Source: an optimization exercise on an open RTL-to-GDS flow (aim: small area). Production flows keep margins and buffers that such runs may drop. Power figures rest on the tool's default switching activity, not on a simulated workload.

Setup of indigo:
==> flow/design.v (excerpt) <==
module kb_core (
    input  wire        clk,
    input  wire        rst,             
    output wire [15:0] col,
    input  wire [5:0]  row,
    output wire        tx_push,
    output wire [63:0] tx_report,
    input  wire        tx_ok,
    input  wire        hreq_valid,
    input  wire        hreq_set,
    input  wire [1:0]  hreq_type,
    input  wire [7:0]  hreq_id,
    input  wire [3:0]  hreq_len,
    input  wire [7:0]  hreq_data,
    output reg         hresp_valid,
    output reg         hresp_err,
    output wire [63:0] hresp_report,
    output reg  [4:0]  leds,
    output reg         boot
);
    reg  [9:0] q;
    reg        scan;
    reg        first;
    wire [3:0] c   = q[7:4];
    wire [3:0] sub = q[3:0];
    assign col = (scan && !sub[3] && sub[2:1] != 2'b00) ? (16'd1 << c) : 16'd0;
    wire smp      = scan && sub == 4'd6;
    wire post_end = !scan && (first ? q == 10'd455 : q == 10'd30);
    always @(posedge clk) begin
        if (rst) begin
            q     <= 10'd1;
            scan  <= 1'b1;
            first <= 1'b1;
        end else if (post_end && !boot) begin
            q     <= 10'd1;
            scan  <= 1'b1;
            first <= 1'b0;
        end else begin
            q <= q + ((scan && sub == 4'd12 && c != 4'd15) ? 10'd5 : 10'd1);
            if (q == 10'd252) scan <= 1'b0;
        end
    end
    function [2:0] deb_next(input [2:0] s, input xi, input fi);
        begin
            if (fi) deb_next = {xi, 2'b00};
            else deb_next = {(s[1] && !s[0]) ? xi : s[2],
                             (xi ^ s[2]) && s[0], (xi ^ s[2]) && !s[1]};
        end
    endfunction
    function [3:0] lpos(input [3:0] cc);    
        lpos = {cc[2:0], 1'b0} + {cc[1:0], 2'b00} + {3'b000, cc[3]};
    endfunction
    reg  [3:0]  ph;
    reg  [17:0] ring [0:15];
    reg  [5:0]  sb [0:1];           
    reg  [1:0]  pend;
    wire [3:0]  cm1  = c - 4'd1;
    wire        hitA = scan && ph == lpos(c);
    wire        hitB = scan && ph == lpos(cm1);
    wire        hitZ = !scan && ph == lpos(4'd15);
    wire        bsel = hitZ || (hitA ? c[0] : cm1[0]);
    wire        upd  = pend[bsel] && (hitA || hitB || hitZ);
    wire [5:0]  x    = sb[bsel];
    integer i;
    reg [17:0] tap_new;
  ...
export LEC_CHECK = 0
export ABC_AREA = 1
export CAP_MARGIN = 20
export CORE_MARGIN = 2
export CORE_UTILIZATION = 55
export SLEW_MARGIN = 20
create_clock -name core_clock -period 10.0 [get_ports {clk}]
standard.sh (not shown) runs the stock make flow with config.mk's settings and CLKGATE_MAP_FILE= SYNTH_SCRIPT=/design/flow/synth_recipe.tcl, a recipe that flattens the netlist after the stock synthesis.
==> flow/flow/run.sh <==
#!/bin/bash
# The standard layout (standard.sh) with three changes:
# - synthesis maps logic with an area-oriented ABC script (the same synthesis
#   script otherwise, so the registers are the standard synthesis's);
# - port buffers use the smallest buffer cell;
# - a leaner clock tree (sky130_fd_sc_hd__clkbuf_4, clusters of at most 10 sinks within 40 um,
#   no dummy loads).
# standard.sh's output goes to standard.log; ORFS keeps one log per step
# under orfs/logs.
set -euo pipefail
here=$(pwd)
rm -rf "$here/scripts"
cp -r "$FLOW_HOME/scripts" "$here/scripts"
cat > "$here/scripts/abc_area.script" <<'A'
strash
dc2
&get -n
&deepsyn -J 50
&put
dch -f
amap
topo
dnsize -c
A
export SCRIPTS_DIR="$here/scripts"
export BUFFER_PORTS_ARGS="-buffer_cell sky130_fd_sc_hd__buf_1"
export CTS_ARGS="-sink_clustering_enable -repair_clock_nets -dont_use_dummy_load -buf_list {sky130_fd_sc_hd__clkbuf_4} -sink_clustering_size 10 -sink_clustering_max_diameter 40"
bash standard.sh > standard.log 2>&1
Input-level comparison between violet and indigo:
--- a/flow/flow/run.sh
+++ b/flow/flow/run.sh
@@ -6 +6 @@
-# - a leaner clock tree (sky130_fd_sc_hd__clkbuf_4, clusters of at most 10 sinks within 40 um,
+# - a leaner clock tree (sky130_fd_sc_hd__clkbuf_16, clusters of at most 32 sinks within 70 um,
@@ -16 +15,0 @@
-dc2
@@ -27 +26 @@
-export CTS_ARGS="-sink_clustering_enable -repair_clock_nets -dont_use_dummy_load -buf_list {sky130_fd_sc_hd__clkbuf_4} -sink_clustering_size 10 -sink_clustering_max_diameter 40"
+export CTS_ARGS="-sink_clustering_enable -repair_clock_nets -dont_use_dummy_load -buf_list {sky130_fd_sc_hd__clkbuf_16} -sink_clustering_size 32 -sink_clustering_max_diameter 70"
## What came out
- violet: no failed stages, no open violations at the end
- The standard cells in violet occupy more silicon area than those in indigo do.
- Between violet and indigo, transition time of the tightest slew-check pin is lower for violet, indigo comes in above that.
- Per the comparison of violet with indigo, final worst slack increased by 1.0 ns relative to the old numbers, worst voltage drop across the vdd grid up about 14%, wire length went up 840 µm, maximum achievable frequency went up by about 17%.
- Changes observed in violet relative to indigo: total design power increased 5.1%; clock latency on the worst-skew pair decreased 0.17 ns; clock period minus final worst setup slack shrank by 1.0 ns; weighted congestion reported at the end of routability-driven placement climbed 0.91%.
Relative to violet, the following input files were edited for sierra:
--- a/flow/flow/run.sh
+++ b/flow/flow/run.sh
@@ -6 +6 @@
-# - a leaner clock tree (sky130_fd_sc_hd__clkbuf_16, clusters of at most 32 sinks within 70 um,
+# - a leaner clock tree (sky130_fd_sc_hd__clkbuf_4, clusters of at most 10 sinks within 40 um,
@@ -26 +26 @@
-export CTS_ARGS="-sink_clustering_enable -repair_clock_nets -dont_use_dummy_load -buf_list {sky130_fd_sc_hd__clkbuf_16} -sink_clustering_size 32 -sink_clustering_max_diameter 70"
+export CTS_ARGS="-sink_clustering_enable -repair_clock_nets -dont_use_dummy_load -buf_list {sky130_fd_sc_hd__clkbuf_4} -sink_clustering_size 10 -sink_clustering_max_diameter 40"
==> notes.md <==
sierra | status: complete | timing, DRC, antenna: pass. Global-route met2 utilization ends up higher on violet. Core occupancy in the finished layout down 0.36 points in sierra wrt violet. Area growth from synthesis to layout in sierra is 0.64 points below violet. Relative to violet, sierra degrades tightest hold margin.
No functional check of the RTL was part of any run of this note.

what the ideal ports hide:
The flow's constraints put no driver on any port. The routed layouts listed below were extracted and timed again, unchanged, in two steps. Step 1, drivers: a clkbuf_16 drives clk and a buf_2 each remaining input, both assumed. Step 2, shift: input delay + t, output delay - t, t = (earliest + latest rising clock arrival at the registers) / 2. This alone moves slack from input paths to output paths. a / b / c = ideal ports / drivers / drivers and shift; a / b = the first two.
run	shift t [ns]	setup WS [ns]	worst setup path after step 2	worst slew at a driven data input, ns
indigo	0.713	2.996 / 2.996 / 2.996	register to register	0.05
violet	0.574	3.994 / 3.994 / 3.994	register to register	0.04
sierra	0.689	3.962 / 3.962 / 3.962	register to register	0.04
After both steps setup and hold are still met in every run listed.
